From an optimization exercise on the open Yosys and OpenROAD flow, aimed at small area; shortcuts taken in it are not production practice. No functional check of the RTL was part of any run shown here. Power is estimated from default activity; no workload was simulated.

`design/flow/run.sh`:
```
#!/bin/bash
# synth_recipe.tcl (not shown) runs the flow's synth.tcl, then flattens the netlist and writes it again
# the make line also repeats each setting of config.mk as NAME=value (left out here)
make -C /OpenROAD-flow-scripts/flow DESIGN_CONFIG=/design/flow/config.mk WORK_HOME=/design/flow/orfs CLKGATE_MAP_FILE= SYNTH_SCRIPT=/design/flow/synth_recipe.tcl finish
```
`design/flow/config.mk`:
```
export PLATFORM = sky130hd
export DESIGN_NAME = vospi_engine
export DESIGN_NICKNAME = vospi_engine
export VERILOG_FILES = /design/flow/design.v
export SDC_FILE = /design/flow/constraint.sdc
export NUM_CORES = 4
export LEC_CHECK = 0
export CAP_MARGIN = 20
export CORE_MARGIN = 2
export CORE_UTILIZATION = 40
export SLEW_MARGIN = 20
```
`design/flow/constraint.sdc`:
```
create_clock -name core_clock -period 10.0 [get_ports {clk}]
set_input_delay 2.0000 -clock core_clock [delete_from_list [all_inputs] [get_ports {clk}]]
set_output_delay 2.0000 -clock core_clock [all_outputs]
set_load 0.01 [all_outputs]
```
`design/flow/design.v`:
```
module vospi_crc16 (
    input  wire [15:0] crc_in,
    input  wire [15:0] data,
    output reg  [15:0] crc_out
);
    integer i;
    reg fb;
    always @* begin
        crc_out = crc_in;
        for (i = 15; i >= 0; i = i - 1) begin
            fb      = crc_out[15] ^ data[i];
            crc_out = {crc_out[14:0], 1'b0} ^ (fb ? 16'h1021 : 16'h0000);
        end
    end
endmodule
module vospi_engine #(
    parameter LINE_WIDTH   = 80,
    parameter PPS          = 60,       
    parameter SEGS_MULTI   = 4,        
    parameter MARKER_ID    = 20,
    parameter QUIET_MS     = 200
) (
    input  wire        clk,
    input  wire        rst,
    input  wire        cmd_valid,
    output wire        cmd_ready,
    input  wire [2:0]  cmd_op,
    input  wire [7:0]  cmd_hint,
    input  wire        cfg_ok,
    output reg         cfg_req,
    output reg         rsp_valid,
    output reg  [1:0]  rsp_code,
    output wire        rsp_active,
    input  wire [31:0] now,
    output reg         xfer_start,
    output reg         xfer_abort,
    input  wire        rx_valid,
    output wire        rx_ready,
    input  wire [15:0] rx_data,
    input  wire        pool_avail,
    input  wire [3:0]  pool_slot,
    output wire        acq_take,
    output wire        rel_valid,
    output wire        rel_used,
    output wire [3:0]  rel_slot,
    output wire        mem_we,
    output wire [3:0]  mem_slot,
    output wire [15:0] mem_addr,
    output wire [15:0] mem_wdata
);
    localparam LAST_WORD = 2 + LINE_WIDTH;           
    localparam SEG_WORDS = PPS * LINE_WIDTH;
    localparam INS_LOG   = 4;                        
    localparam INS_STEP  = 1 << INS_LOG;
    localparam INS_N     = LINE_WIDTH / INS_STEP;
    localparam [2:0] OP_INIT = 3'd0, OP_DEINIT = 3'd1, OP_ABORT = 3'd2,
                     OP_RESTART = 3'd3;
    localparam [1:0] RES_OK = 2'd0, RES_ERR_TRANSPORT = 2'd1, RES_ERR_STATE = 2'd2;
    localparam [1:0] S_IDLE = 2'd0, S_COPY = 2'd1, S_DONE = 2'd2;
    reg        initialised;
    reg        multi_segment;
    reg        streaming;
    reg        capturing;
    reg [5:0]  exp_pid;
    reg [1:0]  exp_seg;
    reg        slot_valid;
    reg [3:0]  slot;
    reg [31:0] last_resync;
    reg [1:0]  state;
    reg [6:0]  widx;                   
    reg [6:0]  rpos;                   
    reg [15:0] crc;
    reg        h_skip;                 
    reg        h_rule2;
    reg        h_bad;                  
    reg        hold_valid;
    reg [15:0] hold;
    reg [15:0] ring [0:LINE_WIDTH-1];
    wire idle     = (state == S_IDLE);
    wire last_pos = (rpos == LINE_WIDTH + 1);
    wire [7:0] rdiff   = {1'b0, rpos} - {1'b0, widx};
    wire [6:0] rdist   = rdiff[7] ? rdiff[6:0] + LINE_WIDTH : rdiff[6:0];
    wire       aligned = (rpos[INS_LOG-1:0] == widx[INS_LOG-1:0]);
    wire [6:0] ins_pt  = rdist >> INS_LOG;
    wire   payload    = !(widx == 7'd0 || widx == 7'd1 || widx == LAST_WORD);
    assign cmd_ready  = idle;
    wire   cmd_fire   = cmd_valid && idle;
    assign rx_ready   = idle && !cmd_valid &&
                        (!payload || !hold_valid ||
                         (aligned && widx != LAST_WORD - 1));
    wire   rx_fire    = rx_valid && rx_ready && streaming;
    wire   is_last    = (widx == LAST_WORD);
    wire   ins        = idle && streaming && payload && aligned &&
                        (hold_valid || (rx_valid && !cmd_valid));
    wire [15:0] ins_data = hold_valid ? hold : rx_data;
    assign rsp_active = initialised && streaming && capturing;
    wire [15:0] crc_next;
    vospi_crc16 u_crc (
        .crc_in ((widx == 7'd0) ? 16'h0000 : crc),
        .data   (rx_data),
        .crc_out(crc_next)
    );
    wire crc_ok = (crc_next == 16'h0000);
    wire [11:0] pkt_id  = rx_data[11:0];
    wire [2:0]  seg_raw = rx_data[14:12];
    wire c_dontcare = (pkt_id[11:8] == 4'hF);
    wire c_rule1    = (exp_pid == 6'd0) && (pkt_id != 12'd0);
    wire c_marker   = multi_segment && (pkt_id == MARKER_ID);
    wire c_rule2    = c_marker && (exp_seg == 2'd0) && (seg_raw != 3'd1);
    wire c_bad      = (pkt_id != {6'd0, exp_pid}) ||
                      (c_marker && (seg_raw != {1'b0, exp_seg} + 3'd1));
    wire ev        = rx_fire && is_last && initialised && capturing && !h_skip;
    wire ev_desync = ev && !h_rule2 && (h_bad || !crc_ok);
    wire ev_accept = ev && !h_rule2 && !h_bad && crc_ok;
    wire ev_acq    = ev_accept && !slot_valid && pool_avail;
    wire pid_wrap   = (exp_pid == PPS - 1);
    wire frame_done = pid_wrap && (!multi_segment || exp_seg == SEGS_MULTI - 1);
    wire done       = (state == S_DONE);
    wire   deinit_rel = cmd_fire && initialised && (cmd_op == OP_DEINIT) && slot_valid;
    assign acq_take  = ev_acq || (done && frame_done && pool_avail);
    assign rel_valid = (done && frame_done) || deinit_rel;
    assign rel_used  = !idle;
    assign rel_slot  = slot;
    wire [14:0] waddr = exp_seg * SEG_WORDS + exp_pid * LINE_WIDTH + rpos - 15'd2;
    assign mem_we    = (state == S_COPY);
    assign mem_slot  = slot;
    assign mem_addr  = {waddr, 1'b0};
    assign mem_wdata = ring[LINE_WIDTH-1];
    genvar gi;
    generate
        for (gi = 0; gi < LINE_WIDTH; gi = gi + 1) begin : g_ring
            if (gi % INS_STEP == 0) begin : g_ins
                always @(posedge clk)
                    ring[gi] <= (ins && ins_pt == gi / INS_STEP) ? ins_data
                                                                 : ring[(gi + LINE_WIDTH - 1) % LINE_WIDTH];
            end else begin : g_shift
                always @(posedge clk)
                    ring[gi] <= ring[gi-1];
            end
        end
    endgenerate
    always @(posedge clk) begin
        if (rst || last_pos)
            rpos <= 7'd2;
        else
            rpos <= rpos + 7'd1;
    end
    always @(posedge clk) begin
        cfg_req    <= 1'b0;
        rsp_valid  <= 1'b0;
        xfer_start <= 1'b0;
        xfer_abort <= 1'b0;
        if (rst) begin
            initialised <= 1'b0;
            streaming   <= 1'b0;
            capturing   <= 1'b0;
            state       <= S_IDLE;
            widx        <= 7'd0;
            hold_valid  <= 1'b0;
        end else begin
            if (cmd_fire) begin
                rsp_valid <= 1'b1;
                rsp_code  <= RES_OK;
                case (cmd_op)
                OP_INIT: begin
                    if (initialised) begin
                        rsp_code <= RES_ERR_STATE;
                    end else begin
                        cfg_req <= 1'b1;
                        if (!cfg_ok) begin
                            rsp_code <= RES_ERR_TRANSPORT;
                        end else begin
                            multi_segment <= (cmd_hint > 8'd1);
                            exp_pid       <= 6'd0;
                            exp_seg       <= 2'd0;
                            streaming     <= 1'b0;
                            capturing     <= 1'b0;
                            slot_valid    <= 1'b0;
                            last_resync   <= now;
                            initialised   <= 1'b1;
                        end
                    end
                end
                OP_DEINIT, OP_ABORT: begin
                    if (!initialised) begin
                        rsp_code <= RES_ERR_STATE;
                    end else begin
                        xfer_abort  <= streaming;
                        streaming   <= 1'b0;
                        capturing   <= 1'b0;
                        exp_pid     <= 6'd0;
                        exp_seg     <= 2'd0;
                        last_resync <= now;
                        widx        <= 7'd0;
                        hold_valid  <= 1'b0;
                        if (cmd_op == OP_DEINIT) begin
                            slot_valid  <= 1'b0;
                            initialised <= 1'b0;
                        end
                    end
                end
                OP_RESTART: begin
                    if (initialised) begin
                        capturing <= 1'b1;
                        if (!streaming && (now - last_resync) >= QUIET_MS) begin
                            streaming  <= 1'b1;
                            xfer_start <= 1'b1;
                            widx       <= 7'd0;
                            hold_valid <= 1'b0;
                        end
                    end
                end
                default: ;
                endcase
            end
            if (rx_fire) begin
                crc <= crc_next;
                if (!payload)
                    widx <= is_last ? 7'd0 : widx + 7'd1;
                if (widx == 7'd0) begin
                    h_skip  <= c_dontcare || c_rule1;
                    h_rule2 <= c_rule2;
                    h_bad   <= c_bad;
                end
                if (payload && (hold_valid || !aligned)) begin
                    hold       <= rx_data;
                    hold_valid <= 1'b1;
                end
            end
            if (ins) begin
                widx <= widx + 7'd1;
                if (!rx_fire)
                    hold_valid <= 1'b0;
            end
            if (ev) begin
                if (h_rule2) begin
                    exp_pid <= 6'd0;
                end else if (ev_desync) begin
                    xfer_abort  <= 1'b1;
                    streaming   <= 1'b0;
                    capturing   <= 1'b0;
                    exp_pid     <= 6'd0;
                    exp_seg     <= 2'd0;
                    last_resync <= now;
                end else if (!slot_valid && !pool_avail) begin
                    capturing <= 1'b0;
                end else begin
                    if (!slot_valid) begin
                        slot_valid <= 1'b1;
                        slot       <= pool_slot;
                    end
                    state <= S_COPY;
                    widx  <= 7'd2;
                end
            end
            case (state)
            S_COPY: begin
                widx <= widx + 7'd1;
                if (widx == LINE_WIDTH + 1) begin
                    state <= S_DONE;
                    widx  <= 7'd0;
                end
            end
            S_DONE: begin
                state <= S_IDLE;
                if (pid_wrap) begin
                    exp_pid <= 6'd0;
                    if (multi_segment)
                        exp_seg <= exp_seg + 2'd1;
                    if (frame_done) begin
                        if (pool_avail) begin
                            slot <= pool_slot;
                        end else begin
                            slot_valid <= 1'b0;
                            capturing  <= 1'b0;
                        end
                    end
                end else begin
                    exp_pid <= exp_pid + 6'd1;
                end
            end
            default: ;
            endcase
        end
    end
endmodule
```
==> results of run 1 <==
==> layout make-up <==
class                           count  area [µm²]
Fill cell                        7601       46630
Sequential cell                  1387       28600
Multi-Input combinational cell    899        7223
Clock buffer                      183        3737
Tap cell                         1176        1471
Timing Repair Buffer              130        1294
Clock inverter                     54       795.8
Inverter                          105       396.6
==> per-layer routing <==
metal  part of all wire [%]  track usage, %  vias up
li1                       -               -     8613
met1                     50           18.85     8305
met2                     43           20.69      335
met3                    4.9           3.684      120
met4                    2.3           5.167        8
met5                  0.072               0        -
==> critical path: cells and delay by family <==
kind / cells / cell delay, ps
buffers and inverters: 3 / 1610
xor gates and xnor gates: 3 / 910
AOI/OAI and AO/OA: 1 / 430
and+or+nand+nor: 5 / 1100
==> stage by stage <==
| step | instance area [µm²] | worst slack [ps] |
|---|---|---|
| 2_1_floorplan | 36450 | 3793 |
| 3_3_place_gp | 38950 | 1755 |
| 3_5_place_dp | 38950 | 1848 |
| 4_1_cts | 43490 | 1827 |
| 5_1_grt | 43520 | 1666 |
| 6_report | 43520 | 1934 |
==> cells by family after synthesis <==
family,Yosys count
XOR/XNOR,123
other,1
adder cells (fa/ha/maj),100
AND/OR/NAND/NOR,291
AO/OA/AOI/OAI,247
flip-flops,1387
multiplexers,137
buffers and inverters,153
==> worst max path at each step <==
stage                      startpoint       end  slack, ps  depth (start not counted)
after CTS                 rx_data[14]  acq_take       1830                         12
after floorplan           rx_data[13]  acq_take       3790                         10
after detailed placement  rx_data[14]  acq_take       1850                         12
final                     rx_data[14]  acq_take       1930                         12
after global routing      rx_data[14]  acq_take       1670                         12
after global placement    rx_data[14]  acq_take       1750                         12
==> sequential cells by signal, indices dropped and copies added, names as in the netlist <==
name	flops
exp_pid	6
rpos	7
initialised	1
xfer_start	1
last_resync	32
h_rule2	1
h_skip	1
streaming	1
state	2
exp_seg	2
cfg_req	1
xfer_abort	1
slot_valid	1
widx	7
hold	16
crc	16
h_bad	1
capturing	1
multi_segment	1
ring	1280
rsp_valid	1
rsp_code	2
slot	4
hold_valid	1
==> report_power, final <==
part / switching (mW) / leakage (nW) / internal [mW]
combinational: 0.355 / 3.88 / 0.306
sequential: 0.0133 / 11.3 / 5.60
clock: 2.09 / 2.21 / 2.93
total: 2.46 / 17.4 / 8.83
==> cells in the mapped netlist, drive strengths merged (4+ instances only) <==
library cell / count / area [µm²]
inv: 105 / 394.1
nand3: 23 / 115.1
o22ai: 7 / 43.79
mux2: 134 / 1509
clkbuf: 16 / 62.56
o21bai: 6 / 48.80
a21oi: 69 / 352.8
xnor2: 79 / 714.4
fa: 4 / 80.08
and2: 8 / 50.05
a21o: 9 / 67.56
o21ai: 48 / 240.2
nor2: 61 / 236.5
nor4: 12 / 90.09
and3: 5 / 31.28
xnor3: 9 / 203.9
edfxtp: 83 / 2492
o221ai: 8 / 70.07
o21a: 19 / 142.6
a211oi: 10 / 75.07
or3: 10 / 67.56
o2111ai: 5 / 43.79
ha: 96 / 1201
nor3b: 8 / 70.06
nor3: 26 / 140.1
dfxtp: 1304 / 26110
nand2: 74 / 277.8
or2: 6 / 37.53
a31oi: 15 / 93.84
nor2b: 8 / 50.05
o31ai: 6 / 50.05
buf: 32 / 190.2
nand3b: 5 / 37.54
nand2b: 8 / 50.05
xor2: 34 / 297.8
nand4: 21 / 131.4
o211ai: 11 / 87.58
a2111oi: 4 / 35.03
==> impl_metrics.env, run 1 <==
export IMPL_outcome="finished clean"
export IMPL_crit_chain="clkdlybuf4s50_1 -> xor2_1 -> xnor2_1 -> xor2_1 -> nand3b_1 -> a2111oi_0 -> nand4_1 -> or2_2 -> nand2_1 -> nand2_1 -> inv_1 -> clkdlybuf4s50_1"
export IMPL_yosys_register_bits=1387
export IMPL_diodes=0
export IMPL_min_to="ring[54][12]"
export IMPL_ys_seq_area_share_pct=78.45
export IMPL_crit_type="input pin to output port"
export IMPL_slew_violations=0
export IMPL_grt_total_usage_pct=13.71
export IMPL_area_growth_pct=19.38
export IMPL_synth_edf_count=83
export IMPL_required_ps=8000
export IMPL_powerDensity_nw_per_um2=259.6
export IMPL_slew_limit_headroom_pct=28.77
export IMPL_cp_slowest_stage_delay_ps=880
export IMPL_grt_max_degree=50
export IMPL_peakVddDrop_mv=0.1441
export IMPL_dp_hpwl_mm=39.50
export IMPL_final_cell_mix="dfxtp_1, mux2_2, clkbuf_16"
export IMPL_numCtsBuffers=131
export IMPL_syn_inst=2439
export IMPL_final_common_cell="dfxtp_1"
export IMPL_cts_path_max_buffers=3
export IMPL_clkSlewWorstSetupHoldPaths_ps=60
export IMPL_crit_slowest_cell="clkdlybuf4s50_1"
export IMPL_skew_ps=42.66
export IMPL_design_power_total_mw=11.29
export IMPL_cts_root_buffer="clkbuf_16"
export IMPL_r2r_start="widx[5]"
export IMPL_cts_resized=0
export IMPL_tightest_slew_ps=1063
export IMPL_cp_arrival_ps=6070
export IMPL_clk_latency_ps=730
export IMPL_hold_worst_slack_ps=295.7
export IMPL_drc=0
export IMPL_final_util_pct=48.27
export IMPL_r2r_end="last_resync[15]"
export IMPL_wire_per_inst_um=15.89
export IMPL_placed_cells=3696
export IMPL_layout_min_cycle_time_ps=8066
export IMPL_r2r_setup_slack_ps=5540
export IMPL_ys_types=84
export IMPL_hold_path_class="flip-flop to flip-flop"
export IMPL_synth_compound_area_share_pct=4.445
export IMPL_syn_nets=2608
export IMPL_hp_start="ring[53][12]"
export IMPL_ant_nets=0
export IMPL_final_hold_viol_count=0
export IMPL_setup_tns_ps=0
export IMPL_rsz0062_at_grt="no"
export IMPL_layout_drive_gt1_share_pct=13.78
export IMPL_postCtsHoldBufs=0
export IMPL_synth_mux_area_share_pct=4.222
export IMPL_syn_avg_cell_area_um2=14.95
export IMPL_routed_via_density=4.418
export IMPL_synth_fa_ha_area_share_pct=3.515
export IMPL_coreArea_um2=90150
export IMPL_first_iter_violations=825
export IMPL_synthesis_area_um2=36450
export IMPL_max_freq_mhz=124.0
export IMPL_synth_xor_area_share_pct=3.402
export IMPL_drtPass1Iterations=5
export IMPL_vias=17380
export IMPL_place_congestion=0.8272
export IMPL_portBuffers=119
export IMPL_routed_wl_mm=62.50
export IMPL_h_tree_depth=4
export IMPL_cts_tree="yes"
export IMPL_synthArstFlopShare_pct=0
export IMPL_antenna_found_initial=5
export IMPL_worstRegToRegCells=10
export IMPL_start_kind="input pin"
export IMPL_io_pin_count=122
export IMPL_synthSimpleGateAreaFrac_pct=4.181
export IMPL_die_w_um=305.9
export IMPL_dieArea_um2=93560
export IMPL_grt_pass1_wl_mm=101.1
export IMPL_yosys_warnings=3
export IMPL_grt_pass1_vias=18200
export IMPL_num_rows=110
export IMPL_max_cap_violations=0
export IMPL_grt_overflow_total=0
export IMPL_cp_max_fo=7
export IMPL_die_height_um=305.9
export IMPL_cts_num_sinks=1387
export IMPL_synthFlopType="dfxtp_1"
export IMPL_p_leak_nw=17.38
export IMPL_start_util_pct=40.44
export IMPL_synth_top_family_by_area="compound AO/OA/AOI/OAI gates"
export IMPL_worstHoldPathCells=0
export IMPL_setup_violations=0
export IMPL_final_nets=2823
export IMPL_post_cts_setup_buffers=0
export IMPL_timing_final_crit_share_pct=80.66
export IMPL_layout_cells_non_filler=3934
export IMPL_end_kind="output port"
==> run 2, diff against run 1 <==
--- a/design/flow/config.mk
+++ b/design/flow/config.mk
@@ -10,2 +10,3 @@
 export CORE_UTILIZATION = 40
+export CTS_BUF_LIST = sky130_fd_sc_hd__clkbuf_4
 export SLEW_MARGIN = 20
==> run 2 against run 1 <==
Against the previous run: final area decreased by 0.94%; still clean on timing, DRC and antenna; sequential share of layout area increased by 0.62 points; worst hold slack worse by 43 ps; critical path depth is the same.
==> impl_metrics.env, run 2 <==
export IMPL_final_nets=3032
export IMPL_grt_pass1_vias=20090
export IMPL_p_leak_nw=17.64
export IMPL_ant_nets=0
export IMPL_synth_top_area_cell="dfxtp_1"
export IMPL_h_tree_depth=5
export IMPL_grt_pass1_wl_mm=105.1
export IMPL_drtPass1Iterations=5
export IMPL_outcome="finished clean"
export IMPL_largest_reg_flops=1280
export IMPL_required_ps=8000
export IMPL_syn_nets=2608
export IMPL_coreArea_um2=90150
export IMPL_tightest_slew_ps=1090
export IMPL_routed_top_layer="met5"
export IMPL_critPathTopFamily="buffers and inverters"
export IMPL_slew_limit_headroom_pct=26.92
export IMPL_layout_min_cycle_time_ps=8067
export IMPL_synth_edf_count=83
export IMPL_slew_violations=0
export IMPL_synth_mux_area_share_pct=4.222
export IMPL_vias=18610
export IMPL_dp_hpwl_mm=39.50
export IMPL_grt_max_degree=50
export IMPL_crit_slowest_cell="clkdlybuf4s50_1"
export IMPL_met2WireLength_mm=28.37
export IMPL_worstRegToRegCells=10
export IMPL_timing_final_crit_share_pct=80.67
export IMPL_grt_total_usage_pct=14.19
export IMPL_post_cts_setup_buffers=0
export IMPL_start_util_pct=40.44
export IMPL_largest_register="ring"
export IMPL_startpoint="rx_data[14]"
export IMPL_synth_compound_area_share_pct=4.445
export IMPL_clkSlewWorstSetupHoldPaths_ps=60
export IMPL_cts_resized=0
export IMPL_crit_chain="clkdlybuf4s50_1 -> xor2_1 -> xnor2_1 -> xor2_1 -> nand3b_1 -> a2111oi_0 -> nand4_1 -> or2_2 -> nand2_1 -> nand2_1 -> inv_1 -> clkdlybuf4s50_1"
export IMPL_drc=0
export IMPL_clk_latency_ps=1120
export IMPL_synthArstFlopShare_pct=0
export IMPL_postCtsHoldBufs=0
export IMPL_hold_path_class="flip-flop to flip-flop"
export IMPL_cp_max_fo=7
export IMPL_cts_path_max_buffers=4
export IMPL_first_iter_violations=783
export IMPL_powerDensity_nw_per_um2=246.3
export IMPL_synthTopCellsByCount="dfxtp_1, mux2_2, inv_1"
export IMPL_start_kind="input pin"
export IMPL_synth_fa_ha_area_share_pct=3.515
export IMPL_area_growth_pct=18.26
export IMPL_r2r_setup_slack_ps=5510
export IMPL_final_hold_viol_count=0
export IMPL_setup_tns_ps=0
export IMPL_synthFlopType="dfxtp_1"
export IMPL_yosys_register_bits=1387
export IMPL_die_height_um=305.9
export IMPL_r2r_start="widx[5]"
export IMPL_max_freq_mhz=124.0
export IMPL_cts_tree="yes"
export IMPL_met1_length_mm=31.27
export IMPL_syn_inst=2439
export IMPL_ys_seq_area_share_pct=78.45
export IMPL_routed_wl_mm=64.45
export IMPL_ys_types=84
export IMPL_grt_overflow_total=0
export IMPL_die_w_um=305.9
export IMPL_cp_arrival_ps=6070
export IMPL_end_kind="output port"
export IMPL_placedInstanceArea_um2=38950
export IMPL_synth_top_area_share_pct=71.61
export IMPL_final_cell_mix="dfxtp_1, clkbuf_4, mux2_2"
export IMPL_rsz0062_at_grt="no"
export IMPL_cp_slowest_stage_delay_ps=900
export IMPL_path_depth=12
export IMPL_synth_most_common_cell="dfxtp_1"
export IMPL_design_power_total_mw=10.62
export IMPL_io_pin_count=122
export IMPL_antenna_found_initial=8
export IMPL_peakVddDrop_mv=0.1337
export IMPL_endpoint="acq_take"
export IMPL_synth_top_family_by_area="compound AO/OA/AOI/OAI gates"
export IMPL_hold_worst_slack_ps=252.4
export IMPL_max_cap_violations=0
export IMPL_synthSimpleGateAreaFrac_pct=4.181
export IMPL_netlist_top_cells_area="dfxtp_1, edfxtp_1, mux2_2"
export IMPL_syn_avg_cell_area_um2=14.95
export IMPL_portBuffers=119
export IMPL_yosys_warnings=3
export IMPL_cp_num_buf_inv=3
export IMPL_crit_type="input pin to output port"
export IMPL_dieArea_um2=93560
export IMPL_cts_num_sinks=1387
export IMPL_skew_ps=98.66
export IMPL_reg_top3="ring x1280, last_resync x32"
export IMPL_place_congestion=0.8272
export IMPL_wire_per_inst_um=15.05
export IMPL_fin_area_um2=43110
export IMPL_numCtsBuffers=340
export IMPL_synthesis_area_um2=36450
export IMPL_final_common_cell="dfxtp_1"
export IMPL_synth_xor_area_share_pct=3.402
export IMPL_layout_drive_gt1_share_pct=22.12
export IMPL_cts_root_buffer="clkbuf_4"
export IMPL_met3_length_mm=3.684
export IMPL_r2r_end="last_resync[28]"
export IMPL_num_rows=110
export IMPL_setup_violations=0
export IMPL_routed_via_density=4.345
==> run 2: cell counts after synthesis <==
Identical to the previous run, type by type.
==> run 2: how the worst min path moves through the flow <==
stage	from	endpoint	slack [ps]	depth (start not counted)
CTS	ring[10][7]	ring[11][7]	240	0
global placement	ring[64][12]	ring[65][12]	310	0
floorplan	ring[9][0]	ring[10][0]	310	0
global route	ring[10][7]	ring[11][7]	230	0
finish	ring[10][7]	ring[11][7]	250	0
detailed placement	ring[9][9]	ring[10][9]	310	0
==> run 2: worst register-to-register path, delay by kind of cell (launching register included) <==
family	cells	cell delay (ps)
buffers and inverters	1	240
flip-flops	1	360
multiplexers	2	520
AND/OR/NAND/NOR	7	3100
==> run 2: metal layers <==
metal  GRT usage [%]  vias to the layer above
met2           21.19                      424
met1           18.46                     8836
met5               0                        -
met3           5.329                      102
li1                -                     9241
met4           5.969                        8
==> run 2: cell type report <==
type | count | area, µm²
Inverter | 105 | 396.6
Fill cell | 7910 | 47040
Multi-Input combinational cell | 899 | 7223
Sequential cell | 1387 | 28600
Antenna cell | 6 | 15.01
Clock buffer | 495 | 3716
Tap cell | 1176 | 1471
Timing Repair Buffer | 130 | 1294
Clock inverter | 85 | 394.1
==> run 2: kinds of logic after synthesis <==
kind of cell,count (synthesis)
flops,1387
buf+inv,153
mux,137
simple gates,291
fa+ha+maj,100
compound gates,247
other cells,1
xor+xnor,123
==> run 2: power by group <==
group / switching (mW) / internal [mW] / total, mW / leakage (nW)
logic: 0.355 / 0.307 / 0.661 / 3.88
registers: 0.0134 / 5.60 / 5.61 / 11.3
clock network: 2.03 / 2.32 / 4.34 / 2.47
total: 2.40 / 8.22 / 10.6 / 17.6
==> run 2: per-stage QoR <==
step	util (%)	setup WS [ps]	instances
6_report	47.82	1933	4283
5_1_grt	47.81	1666	4281
4_1_cts	47.77	1827	4276
3_5_place_dp	43.21	1848	3696
3_3_place_gp	43.21	1755	3696
2_1_floorplan	-	3793	2439
==> run 3, diff against run 2 <==
--- a/design/flow/config.mk
+++ b/design/flow/config.mk
@@ -10,3 +10,4 @@
 export CORE_UTILIZATION = 40
-export CTS_BUF_LIST = sky130_fd_sc_hd__clkbuf_4
+export CTS_BUF_LIST = sky130_fd_sc_hd__clkbuf_2 sky130_fd_sc_hd__clkbuf_4 sky130_fd_sc_hd__clkbuf_8
+export CTS_CLUSTER_SIZE = 30
 export SLEW_MARGIN = 20
==> run 3 against run 2 <==
Against the previous run: register-to-register slack is essentially flat; die area is the same; first-iteration DRC count grew 3.1%; non-clock buffer count is the same; global-route usage shrank 0.28 points; sequential power is essentially flat; count of clock-buffer cells in the layout shrank 203; power grew 2.4%; critical endpoint unchanged.
==> impl_metrics.env, run 3 <==
export IMPL_peakVddDrop_mv=0.1092
export IMPL_cts_resized=0
export IMPL_drc=0
export IMPL_grt_pass1_vias=18860
export IMPL_grt_total_usage_pct=13.91
export IMPL_coreArea_um2=90150
export IMPL_fillers=7691
export IMPL_yosys_register_bits=1387
export IMPL_synth_xor_area_share_pct=3.402
export IMPL_outcome="finished clean"
export IMPL_synth_top_family_by_area="compound AO/OA/AOI/OAI gates"
export IMPL_final_cell_mix="dfxtp_1, clkbuf_8, mux2_2"
export IMPL_start_kind="input pin"
export IMPL_netlist_top_cells_area="dfxtp_1, edfxtp_1, mux2_2"
export IMPL_num_rows=110
export IMPL_dp_slack_ps=1848
export IMPL_p_leak_nw=17.43
export IMPL_cp_arrival_ps=6050
export IMPL_setup_violations=0
export IMPL_hold_path_class="flip-flop to flip-flop"
export IMPL_endpoint="acq_take"
export IMPL_design_power_total_mw=10.87
export IMPL_dp_hpwl_mm=39.50
export IMPL_max_cap_violations=0
export IMPL_largest_register="ring"
export IMPL_grt_max_degree=50
export IMPL_wire_per_inst_um=15.62
export IMPL_drtPass1Iterations=5
export IMPL_final_hold_viol_count=0
export IMPL_grt_pass1_wl_mm=102.5
export IMPL_place_congestion=0.8272
export IMPL_synth_most_common_cell="dfxtp_1"
export IMPL_antenna_found_initial=6
export IMPL_crit_type="input pin to output port"
export IMPL_syn_avg_cell_area_um2=14.95
export IMPL_startpoint="rx_data[14]"
export IMPL_final_common_cell="dfxtp_1"
export IMPL_r2r_end="last_resync[15]"
export IMPL_h_tree_depth=4
export IMPL_ys_seq_area_share_pct=78.45
export IMPL_first_iter_violations=807
export IMPL_routed_via_density=4.417
export IMPL_yosys_warnings=3
export IMPL_synth_compound_area_share_pct=4.445
export IMPL_numCtsBuffers=199
export IMPL_cts_num_sinks=1387
export IMPL_cts_path_max_buffers=3
export IMPL_postCtsHoldBufs=0
export IMPL_post_cts_setup_buffers=0
export IMPL_skew_ps=50.26
export IMPL_cts_tree="yes"
export IMPL_synth_top_area_share_pct=71.61
export IMPL_syn_nets=2608
export IMPL_synth_top_area_cell="dfxtp_1"
export IMPL_final_nets=2891
export IMPL_powerDensity_nw_per_um2=251.5
export IMPL_grt_overflow_total=0
export IMPL_timing_final_crit_share_pct=80.53
export IMPL_routed_wl_mm=63.19
export IMPL_layout_min_cycle_time_ps=8053
export IMPL_max_freq_mhz=124.2
export IMPL_layout_drive_gt1_share_pct=17.96
export IMPL_worstHoldPathCells=0
export IMPL_slew_limit_headroom_pct=27.55
export IMPL_end_kind="output port"
export IMPL_start_util_pct=40.44
export IMPL_dieArea_um2=93560
export IMPL_synthesis_area_um2=36450
export IMPL_cp_max_fo=7
export IMPL_clk_latency_ps=840
export IMPL_synthTopCellsByCount="dfxtp_1, mux2_2, inv_1"
export IMPL_portBuffers=119
export IMPL_vias=17870
export IMPL_clkSlewWorstSetupHoldPaths_ps=60
export IMPL_required_ps=8000
export IMPL_synth_edf_count=83
export IMPL_synthFlopType="dfxtp_1"
export IMPL_r2r_start="widx[5]"
export IMPL_area_growth_pct=18.61
export IMPL_largest_reg_flops=1280
export IMPL_slew_violations=0
export IMPL_reg_top3="ring x1280, last_resync x32"
export IMPL_synth_mux_area_share_pct=4.222
export IMPL_setup_tns_ps=0
export IMPL_die_w_um=305.9
export IMPL_cts_root_buffer="clkbuf_8"
export IMPL_die_height_um=305.9
export IMPL_worstRegToRegCells=10
export IMPL_synthArstFlopShare_pct=0
export IMPL_tightest_slew_ps=1081
export IMPL_synthSimpleGateAreaFrac_pct=4.181
export IMPL_ys_types=84
export IMPL_layout_setup_ws_ps=1947
export IMPL_rsz0062_at_grt="no"
export IMPL_r2r_setup_slack_ps=5520
export IMPL_ant_nets=0
export IMPL_synth_fa_ha_area_share_pct=3.515
export IMPL_io_pin_count=122
export IMPL_syn_inst=2439
[run 3: cell types whose count changed in the layout (fill, tap and decap cells not counted), sizes merged]
cell | previous run | this run
clkbuf | 495 | 292
clkinvlp | 1 | 2
bufinv | 2 | 7
clkinv | 79 | 32
inv | 108 | 118
diode | 6 | 2
[run 3: critical path, cell delays in order]
cell             delay, ps
clkdlybuf4s50_1        900
xor2_1                 450
xnor2_1                190
xor2_1                 270
nand3b_1               110
a2111oi_0              430
nand4_1                310
or2_2                  380
nand2_1                 70
nand2_1                210
inv_1                  120
clkdlybuf4s50_1        610
[run 3: cell type report]
| type | count | area, µm² | area share [%] |
|---|---|---|---|
| diodes | 2 | 5.005 | 0.01158 |
| multi-input cells | 899 | 7223 | 16.71 |
| well taps | 1176 | 1471 | 3.403 |
| flip-flops and latches | 1387 | 28600 | 66.14 |
| clock inverters | 54 | 569.3 | 1.317 |
| clock buffers | 292 | 3681 | 8.513 |
| repair buffers | 130 | 1294 | 2.992 |
| inverters | 105 | 396.6 | 0.9173 |
[run 3: worst min-delay path by stage]
stage	from	end	slack, ps
6_report	ring[36][14]	ring[37][14]	290
5_1_grt	ring[36][14]	ring[37][14]	290
4_1_cts	ring[78][0]	ring[79][0]	290
3_5_place_dp	ring[9][9]	ring[10][9]	310
3_3_place_gp	ring[64][12]	ring[65][12]	310
2_1_floorplan	ring[9][0]	ring[10][0]	310
[run 3: metal layers]
| layer | GRT usage [%] | vias to the layer above | part of all wire [%] |
|---|---|---|---|
| met5 | 0 | - | 0.074 |
| met4 | 5.717 | 8 | 2.3 |
| li1 | - | 8785 | - |
| met2 | 20.72 | 374 | 43 |
| met1 | 18.79 | 8577 | 49 |
| met3 | 4.320 | 121 | 5.1 |
[run 3: kinds of logic after synthesis]
logic type               count (synthesis)
flip-flops                            1387
other                                    1
XOR/XNOR                               123
AO/OA/AOI/OAI                          247
AND/OR/NAND/NOR                        291
multiplexers                           137
buffers and inverters                  153
adder cells (fa/ha/maj)                100
[run 3: power breakdown]
group / total [mW] / internal [mW] / switching [mW]
combinational: 0.660 / 0.307 / 0.354
clock: 4.60 / 2.56 / 2.03
sequential: 5.62 / 5.60 / 0.0133
[run 3: stage by stage]
step	utilization (%)	hold WS [ps]	cells	instance area, µm²
4_1_cts	47.93	289.4	4042	43210
3_5_place_dp	43.21	312.1	3696	38950
6_report	47.96	290.1	4045	43240
5_1_grt	47.96	292.0	4045	43240
2_1_floorplan	-	309.6	2439	36450
3_3_place_gp	43.21	310.6	3696	38950
==> run 4, diff against run 3 <==
--- a/design/flow/design.v
+++ b/design/flow/design.v
@@ -50,3 +50,3 @@
 );
-    localparam LAST_WORD = 2 + LINE_WIDTH;           
+    localparam [6:0] W_CRC = LINE_WIDTH, W_HDR0 = LINE_WIDTH + 1, W_HDR1 = LINE_WIDTH + 2;
     localparam SEG_WORDS = PPS * LINE_WIDTH;
@@ -79,3 +79,3 @@
     wire idle     = (state == S_IDLE);
-    wire last_pos = (rpos == LINE_WIDTH + 1);
+    wire last_pos = (rpos == LINE_WIDTH - 1);
     wire [7:0] rdiff   = {1'b0, rpos} - {1'b0, widx};
@@ -84,3 +84,3 @@
     wire [6:0] ins_pt  = rdist >> INS_LOG;
-    wire   payload    = !(widx == 7'd0 || widx == 7'd1 || widx == LAST_WORD);
+    wire   payload    = (widx < LINE_WIDTH);
     assign cmd_ready  = idle;
@@ -89,5 +89,5 @@
                         (!payload || !hold_valid ||
-                         (aligned && widx != LAST_WORD - 1));
+                         (aligned && widx != LINE_WIDTH - 1));
     wire   rx_fire    = rx_valid && rx_ready && streaming;
-    wire   is_last    = (widx == LAST_WORD);
+    wire   is_last    = (widx == W_CRC);
     wire   ins        = idle && streaming && payload && aligned &&
@@ -96,5 +96,19 @@
     assign rsp_active = initialised && streaming && capturing;
+    wire [8:0]  el_lo   = {1'b0, now[7:0]} - {1'b0, last_resync[7:0]};
+    wire        el_brw  = el_lo[8];
+    wire        lo_lt   = !(el_lo[7] && el_lo[6] && (el_lo[5] || el_lo[4] || el_lo[3]));
+    wire [23:0] hi_x    = now[31:8] ^ last_resync[31:8];
+    reg  [23:0] hi_ones;                 
+    integer b;
+    always @* begin
+        hi_ones[0] = 1'b1;
+        for (b = 1; b < 24; b = b + 1)
+            hi_ones[b] = hi_ones[b-1] & last_resync[8+b-1];
+    end
+    wire        hi_same = (hi_x == 24'd0);
+    wire        hi_next = (hi_x == hi_ones);   
+    wire        quiet_ok = !(lo_lt && (el_brw ? hi_next : hi_same));
     wire [15:0] crc_next;
     vospi_crc16 u_crc (
-        .crc_in ((widx == 7'd0) ? 16'h0000 : crc),
+        .crc_in ((widx == W_HDR0) ? 16'h0000 : crc),
         .data   (rx_data),
@@ -123,3 +137,4 @@
     assign rel_slot  = slot;
-    wire [14:0] waddr = exp_seg * SEG_WORDS + exp_pid * LINE_WIDTH + rpos - 15'd2;
+    wire [10:0] wline = exp_seg * (SEG_WORDS / 16) + exp_pid * (LINE_WIDTH / 16) + rpos[6:4];
+    wire [14:0] waddr = {wline, rpos[3:0]};
     assign mem_we    = (state == S_COPY);
@@ -143,3 +158,3 @@
         if (rst || last_pos)
-            rpos <= 7'd2;
+            rpos <= 7'd0;
         else
@@ -157,3 +172,3 @@
             state       <= S_IDLE;
-            widx        <= 7'd0;
+            widx        <= W_HDR0;
             hold_valid  <= 1'b0;
@@ -193,3 +208,3 @@
                         last_resync <= now;
-                        widx        <= 7'd0;
+                        widx        <= W_HDR0;
                         hold_valid  <= 1'b0;
@@ -204,6 +219,6 @@
                         capturing <= 1'b1;
-                        if (!streaming && (now - last_resync) >= QUIET_MS) begin
+                        if (!streaming && quiet_ok) begin
                             streaming  <= 1'b1;
                             xfer_start <= 1'b1;
-                            widx       <= 7'd0;
+                            widx       <= W_HDR0;
                             hold_valid <= 1'b0;
@@ -218,4 +233,4 @@
                 if (!payload)
-                    widx <= is_last ? 7'd0 : widx + 7'd1;
-                if (widx == 7'd0) begin
+                    widx <= (widx == W_HDR1) ? 7'd0 : widx + 7'd1;
+                if (widx == W_HDR0) begin
                     h_skip  <= c_dontcare || c_rule1;
@@ -252,3 +267,3 @@
                     state <= S_COPY;
-                    widx  <= 7'd2;
+                    widx  <= 7'd0;
                 end
@@ -258,5 +273,5 @@
                 widx <= widx + 7'd1;
-                if (widx == LINE_WIDTH + 1) begin
+                if (widx == LINE_WIDTH - 1) begin
                     state <= S_DONE;
-                    widx  <= 7'd0;
+                    widx  <= W_HDR0;
                 end
--- a/design/flow/config.mk
+++ b/design/flow/config.mk
@@ -10,3 +10,4 @@
 export CORE_UTILIZATION = 40
-export CTS_BUF_LIST = sky130_fd_sc_hd__clkbuf_2 sky130_fd_sc_hd__clkbuf_4 sky130_fd_sc_hd__clkbuf_8
+export CTS_BUF_LIST = sky130_fd_sc_hd__clkbuf_16
+export CTS_CLUSTER_DIAMETER = 80
 export CTS_CLUSTER_SIZE = 30
==> run 4 against run 3 <==
Against the previous run: critical path depth down 1; count of clock-buffer cells in the layout down 235; worst hold slack better by 30 ps; global-route usage down 1.6 points; largest cell class unchanged; fmax down 0.23%; non-clock buffer count down 4; cell count down 11%.
==> impl_metrics.env, run 4 <==
export IMPL_postCtsHoldBufs=0
export IMPL_num_rows=108
export IMPL_ys_seq_area_share_pct=81.14
export IMPL_tightest_slew_ps=1005
export IMPL_final_nets=2539
export IMPL_synthArstFlopShare_pct=0
export IMPL_layout_drive_gt1_share_pct=9.610
export IMPL_clkPwrFrac_pct=31.5
export IMPL_hp_start="ring[68][3]"
export IMPL_final_util_pct=45.34
export IMPL_first_iter_violations=889
export IMPL_numCtsBuffers=57
export IMPL_internal_power_mw=6.882
export IMPL_rsz0062_at_grt="no"
export IMPL_dp_slack_ps=1949
export IMPL_setup_violations=0
export IMPL_placed_cells=3508
export IMPL_layout_setup_ws_ps=1928
export IMPL_peakVddDrop_mv=0.1289
export IMPL_multi_input_area_um2=6155
export IMPL_h_tree_depth=2
export IMPL_coreArea_um2=87020
export IMPL_ant_nets=0
export IMPL_portBuffers=119
export IMPL_layout_min_cycle_time_ps=8072
export IMPL_synthesis_area_um2=35240
export IMPL_seqCellArea_um2=28600
export IMPL_max_cap_violations=0
export IMPL_final_hold_viol_count=0
export IMPL_r2r_setup_slack_ps=5520
export IMPL_clkSlewWorstSetupHoldPaths_ps=100
export IMPL_crit_slowest_cell="clkdlybuf4s50_1"
export IMPL_ys_types=84
export IMPL_routed_wl_mm=55.81
export IMPL_crit_type="input pin to output port"
export IMPL_routed_via_density=4.367
export IMPL_cts_path_max_buffers=3
export IMPL_worstHoldPathCells=0
export IMPL_synthFlopType="dfxtp_1"
export IMPL_cp_max_fo=11
export IMPL_yosys_register_bits=1387
export IMPL_min_to="ring[69][3]"
export IMPL_cp_arrival_ps=6070
export IMPL_grt_pass1_vias=15830
export IMPL_cp_num_buf_inv=3
export IMPL_antenna_found_initial=6
export IMPL_cts_resized=0
export IMPL_post_cts_setup_buffers=0
export IMPL_synth_top_area_cell="dfxtp_1"
export IMPL_crit_path_frequent_cell="clkdlybuf4s50_1"
export IMPL_synthTopCellsByCount="dfxtp_1, mux2_2, edfxtp_1"
export IMPL_hold_path_class="flip-flop to flip-flop"
export IMPL_largest_reg_flops=1280
export IMPL_vias=15680
export IMPL_timing_final_crit_share_pct=80.72
export IMPL_fillers=7563
export IMPL_outcome="finished clean"
export IMPL_skew_ps=28.66
export IMPL_grt_overflow_total=0
export IMPL_place_congestion=0.8399
export IMPL_synth_edf_count=83
export IMPL_layout_cells_non_filler=3591
export IMPL_largest_register="ring"
export IMPL_powerDensity_nw_per_um2=221.5
export IMPL_required_ps=8000
export IMPL_clk_latency_ps=650
export IMPL_hold_worst_slack_ps=320.5
export IMPL_pwr_share_seq_pct=64.3
export IMPL_syn_avg_cell_area_um2=15.50
export IMPL_design_power_total_mw=8.741
export IMPL_worstRegToRegCells=10
export IMPL_slew_violations=0
export IMPL_yosys_warnings=3
export IMPL_area_growth_pct=11.96
export IMPL_setup_tns_ps=0
export IMPL_final_common_cell="dfxtp_1"
export IMPL_final_cell_mix="dfxtp_1, mux2_2, clkdlybuf4s50_1"
export IMPL_r2r_start="widx[0]"
export IMPL_cts_num_sinks=1387
export IMPL_synth_most_common_cell="dfxtp_1"
export IMPL_wire_per_inst_um=15.54
export IMPL_slew_limit_headroom_pct=32.79
export IMPL_dieArea_um2=90500
export IMPL_cts_tree="yes"
export IMPL_cp_slowest_stage_delay_ps=730
export IMPL_max_freq_mhz=123.9
export IMPL_p_leak_nw=15.41
export IMPL_reg_top3="ring x1280, last_resync x32"
export IMPL_comb_power_share_pct=4.2
export IMPL_p_sw_share_pct=21.27
export IMPL_critPathTopFamily="buffers and inverters"
export IMPL_syn_nets=2400
export IMPL_drc=0
export IMPL_io_pin_count=122
export IMPL_drtPass1Iterations=5
export IMPL_placedInstanceArea_um2=37710
export IMPL_net_switching_power_mw=1.859
export IMPL_netlist_top_cells_area="dfxtp_1, edfxtp_1, mux2_2"
export IMPL_die_height_um=300.8
export IMPL_fin_area_um2=39460
export IMPL_grt_total_usage_pct=12.29
export IMPL_synth_top_area_share_pct=74.07
export IMPL_grt_max_degree=45
export IMPL_grt_pass1_wl_mm=88.74
export IMPL_r2r_end="last_resync[10]"
export IMPL_start_util_pct=40.50
export IMPL_crit_chain="clkdlybuf4s50_1 -> xnor2_1 -> xor2_1 -> or4_1 -> a32o_1 -> or3_1 -> a211o_1 -> o21ai_0 -> nand2_1 -> inv_1 -> clkdlybuf4s50_1"
export IMPL_end_kind="output port"
export IMPL_syn_inst=2273
export IMPL_start_kind="input pin"
export IMPL_cts_root_buffer="clkbuf_16"
export IMPL_die_w_um=300.8
export IMPL_dp_hpwl_mm=35.19
-- run 4: cell types whose count changed after synthesis, moves of 10 or more --
cell,before,now
ha_1,96,52
a21oi_1,67,33
inv_1,105,73
xor2_1,34,52
buf_2,20,9
nand2_1,74,63
a31oi_1,15,5
mux2_2,134,124
o21a_1,19,9
-- run 4: how the worst max path moves through the flow --
stage | depth (start not counted) | start | endpoint
CTS | 11 | rx_data[14] | acq_take
finish | 11 | rx_data[14] | acq_take
detailed placement | 11 | rx_data[14] | acq_take
global placement | 11 | rx_data[14] | acq_take
floorplan | 10 | rx_data[14] | acq_take
global route | 11 | rx_data[14] | acq_take
-- run 4: final cells by class --
cell class                 count  area share, %
antenna                        1       0.006342
multi-input combinational    767          15.60
tap                         1155          3.662
clock inverter                25         0.7959
sequential                  1387          72.48
timing repair buffer         126          3.152
clock buffer                  57          3.615
inverter                      73         0.6944
-- run 4: layer usage --
metal	vias up	routed length (µm)	GRT usage, %	share of wire [%]
li1	7771	-	-	-
met1	7509	28140	17.78	50
met2	289	23460	18.52	42
met3	101	2716	2.525	4.9
met4	12	1421	3.731	2.5
met5	-	75	0	0.13
-- run 4: logic make-up (layout without fill, tap and decap cells) --
group | after synthesis | after routing | synth area share, %
flip-flops | 1387 | 1387 | 81.14
XOR/XNOR | 137 | 137 | 3.749
multiplexers | 125 | 125 | 3.990
buffers and inverters | 119 | 281 | 1.427
AND/OR/NAND/NOR | 282 | 282 | 4.324
AO/OA/AOI/OAI | 164 | 164 | 3.167
other | 1 | 2 | 0.01064
adder cells (fa/ha/maj) | 58 | 58 | 2.187
-- run 4: power by group through the flow --
stage	Sequential [mW]	Clock (mW)	Combinational [mW]
2_1_floorplan	5.74	0	0.231
3_3_place_gp	5.74	0	0.366
3_5_place_dp	5.75	0	0.371
4_1_cts	5.62	2.86	0.376
5_1_grt	5.62	3.05	0.408
6_report	5.62	2.75	0.368
==> run 5, diff against run 4 <==
--- a/design/flow/config.mk
+++ b/design/flow/config.mk
@@ -11,4 +11,4 @@
 export CTS_BUF_LIST = sky130_fd_sc_hd__clkbuf_16
-export CTS_CLUSTER_DIAMETER = 80
-export CTS_CLUSTER_SIZE = 30
+export CTS_CLUSTER_DIAMETER = 60
+export CTS_CLUSTER_SIZE = 24
 export SLEW_MARGIN = 20
==> run 5 against run 4 <==
Against the previous run: still clean on timing, DRC and antenna; final area increased by 1.6%; global-route usage increased by 0.15 points; cell count increased by 0.84%; area after synthesis unchanged; worst hold slack got worse by 8.3 ps.
==> impl_metrics.env, run 5 <==
export IMPL_outcome="finished clean"
export IMPL_cts_tree="yes"
export IMPL_synth_compound_area_share_pct=3.167
export IMPL_grt_max_degree=45
export IMPL_io_pin_count=122
export IMPL_num_rows=108
export IMPL_h_tree_depth=3
export IMPL_tightest_slew_ps=986.8
export IMPL_p_leak_nw=15.72
export IMPL_ys_types=84
export IMPL_hp_start="ring[41][4]"
export IMPL_cp_num_buf_inv=3
export IMPL_slew_limit_headroom_pct=33.98
export IMPL_postCtsHoldBufs=0
export IMPL_dieArea_um2=90500
export IMPL_crit_slowest_cell="clkdlybuf4s50_1"
export IMPL_synth_top_area_share_pct=74.07
export IMPL_cp_arrival_ps=6090
export IMPL_die_height_um=300.8
export IMPL_rsz0062_at_grt="no"
export IMPL_layout_setup_ws_ps=1908
export IMPL_end_kind="output port"
export IMPL_portBuffers=119
export IMPL_critPathTopFamily="buffers and inverters"
export IMPL_coreArea_um2=87020
export IMPL_r2r_start="widx[0]"
export IMPL_slew_violations=0
export IMPL_synth_mux_area_share_pct=3.990
export IMPL_numCtsBuffers=76
export IMPL_powerDensity_nw_per_um2=231.0
export IMPL_yosys_register_bits=1387
export IMPL_reg_top3="ring x1280, last_resync x32"
export IMPL_cp_slowest_stage_delay_ps=740
export IMPL_skew_ps=33.86
export IMPL_routed_wl_mm=55.90
export IMPL_cts_resized=0
export IMPL_drc=0
export IMPL_final_common_cell="dfxtp_1"
export IMPL_layout_min_cycle_time_ps=8092
export IMPL_post_cts_setup_buffers=0
export IMPL_wire_per_inst_um=15.44
export IMPL_drtPass1Iterations=5
export IMPL_synth_most_common_cell="dfxtp_1"
export IMPL_grt_overflow_total=0
export IMPL_die_w_um=300.8
export IMPL_diodes=0
export IMPL_setup_violations=0
export IMPL_synthesis_area_um2=35240
export IMPL_start_util_pct=40.50
export IMPL_crit_path_frequent_cell="clkdlybuf4s50_1"
export IMPL_timing_final_crit_share_pct=80.92
export IMPL_netlist_top_cells_area="dfxtp_1, edfxtp_1, mux2_2"
export IMPL_first_iter_violations=875
export IMPL_dp_slack_ps=1949
export IMPL_final_nets=2558
export IMPL_cts_root_buffer="clkbuf_16"
export IMPL_grt_pass1_wl_mm=89.11
export IMPL_syn_inst=2273
export IMPL_design_power_total_mw=9.259
export IMPL_routed_via_density=4.373
export IMPL_cts_path_max_buffers=3
export IMPL_final_cell_mix="dfxtp_1, mux2_2, clkdlybuf4s50_1"
export IMPL_synth_xor_area_share_pct=3.749
export IMPL_yosys_warnings=3
export IMPL_startpoint="rx_data[14]"
export IMPL_largest_reg_flops=1280
export IMPL_max_freq_mhz=123.6
export IMPL_clk_latency_ps=640
export IMPL_start_kind="input pin"
export IMPL_syn_avg_cell_area_um2=15.50
export IMPL_clkSlewWorstSetupHoldPaths_ps=80
export IMPL_hold_path_class="flip-flop to flip-flop"
export IMPL_ys_seq_area_share_pct=81.14
export IMPL_dp_hpwl_mm=35.19
export IMPL_setup_tns_ps=0
export IMPL_syn_nets=2400
export IMPL_synthFlopType="dfxtp_1"
export IMPL_synthArstFlopShare_pct=0
export IMPL_synth_fa_ha_area_share_pct=2.187
export IMPL_synthSimpleGateAreaFrac_pct=4.324
export IMPL_synth_top_area_cell="dfxtp_1"
export IMPL_crit_chain="clkdlybuf4s50_1 -> xnor2_1 -> xor2_1 -> or4_1 -> a32o_1 -> or3_1 -> a211o_1 -> o21ai_0 -> nand2_1 -> inv_1 -> clkdlybuf4s50_1"
export IMPL_required_ps=8000
export IMPL_peakVddDrop_mv=0.1219
export IMPL_synth_edf_count=83
export IMPL_grt_pass1_vias=16000
export IMPL_place_congestion=0.8399
export IMPL_max_cap_violations=0
export IMPL_vias=15830
export IMPL_cts_num_sinks=1387
export IMPL_final_hold_viol_count=0
export IMPL_cp_max_fo=11
export IMPL_ant_nets=0
export IMPL_antenna_found_initial=6
export IMPL_area_growth_pct=13.75
export IMPL_layout_drive_gt1_share_pct=10.75
export IMPL_grt_total_usage_pct=12.44
export IMPL_synthTopCellsByCount="dfxtp_1, mux2_2, edfxtp_1"
export IMPL_crit_type="input pin to output port"
export IMPL_largest_register="ring"
export IMPL_synth_top_family_by_area="simple AND/OR/NAND/NOR gates"
-- run 5: final timing paths --
check / end / slack [ps] / depth (start not counted)
min reg2reg: ring[42][4] / 310 / 0
max reg2reg: last_resync[12] / 5560 / 10
max: acq_take / 1910 / 11
min: ring[42][4] / 310 / 0
-- run 5: power breakdown --
| group | total, mW | internal, mW | switching (mW) | leakage [nW] |
|---|---|---|---|---|
| clock network | 3.28 | 1.52 | 1.76 | 1.19 |
| logic | 0.368 | 0.170 | 0.199 | 3.24 |
| registers | 5.62 | 5.59 | 0.0206 | 11.3 |
| total | 9.26 | 7.28 | 1.98 | 15.7 |
-- run 5: layout make-up --
| class | instances | area (µm²) |
|---|---|---|
| repair buffers | 126 | 1244 |
| fillers | 7517 | 46940 |
| well taps | 1155 | 1445 |
| clock buffers | 77 | 1927 |
| multi-input cells | 767 | 6155 |
| inverters | 73 | 274.0 |
| clock inverters | 36 | 445.4 |
| flip-flops and latches | 1387 | 28600 |
-- run 5: per-layer routing --
layer	part of all wire, %	GRT usage [%]	vias to the layer above
met2	42	18.60	298
met1	50	17.71	7588
met5	0.13	0	-
met4	2.4	4.549	12
li1	-	-	7841
met3	5.2	2.720	95
-- run 5: cells by family after synthesis --
kind of cell | after synthesis
compound gates | 164
xor+xnor | 137
flops | 1387
other cells | 1
mux | 125
buf+inv | 119
fa+ha+maj | 58
simple gates | 282
-- run 5: per-stage QoR --
step | util (%) | hold WS [ps] | cells | cell area [µm²]
floorplan | - | 309.6 | 2273 | 35240
global placement | 43.34 | 309.9 | 3508 | 37710
detailed placement | 43.34 | 312.1 | 3508 | 37710
CTS | 46.06 | 312.8 | 3621 | 40090
global route | 46.06 | 318.3 | 3621 | 40090
finish | 46.06 | 312.2 | 3621 | 40090

==> separate check: timing with driven ports <==
The results above use ideal ports. As a check the final layouts listed here were re-extracted and re-timed, cells and wires unchanged. Step 1 assumes that a clkbuf_16 drives the clock port and a buf_2 every other input. Step 2 adds t to the input delays and takes it off the output delays; t is the mean of the earliest and latest rising clock arrival at the registers after step 1. Input paths then give back, and output paths get back, about the clock's delay inside the block. Three values: no drivers, after step 1, after step 2; two values: the first two.
run	t, ns	slack for setup (ns)	worst setup path at the end
run 1	0.768	1.934 / 1.905 / 1.905	input to output
run 2	1.122	1.933 / 1.905 / 1.905	input to output
run 3	0.872	1.947 / 1.918 / 1.918	input to output
run 4	0.704	1.928 / 1.864 / 1.864	input to output
run 5	0.690	1.908 / 1.846 / 1.846	input to output
After both steps setup and hold are still met in every run listed. The setup slack of run 4, which loses most, moves by -0.064 ns with the drivers and by -0.064 ns with both steps.
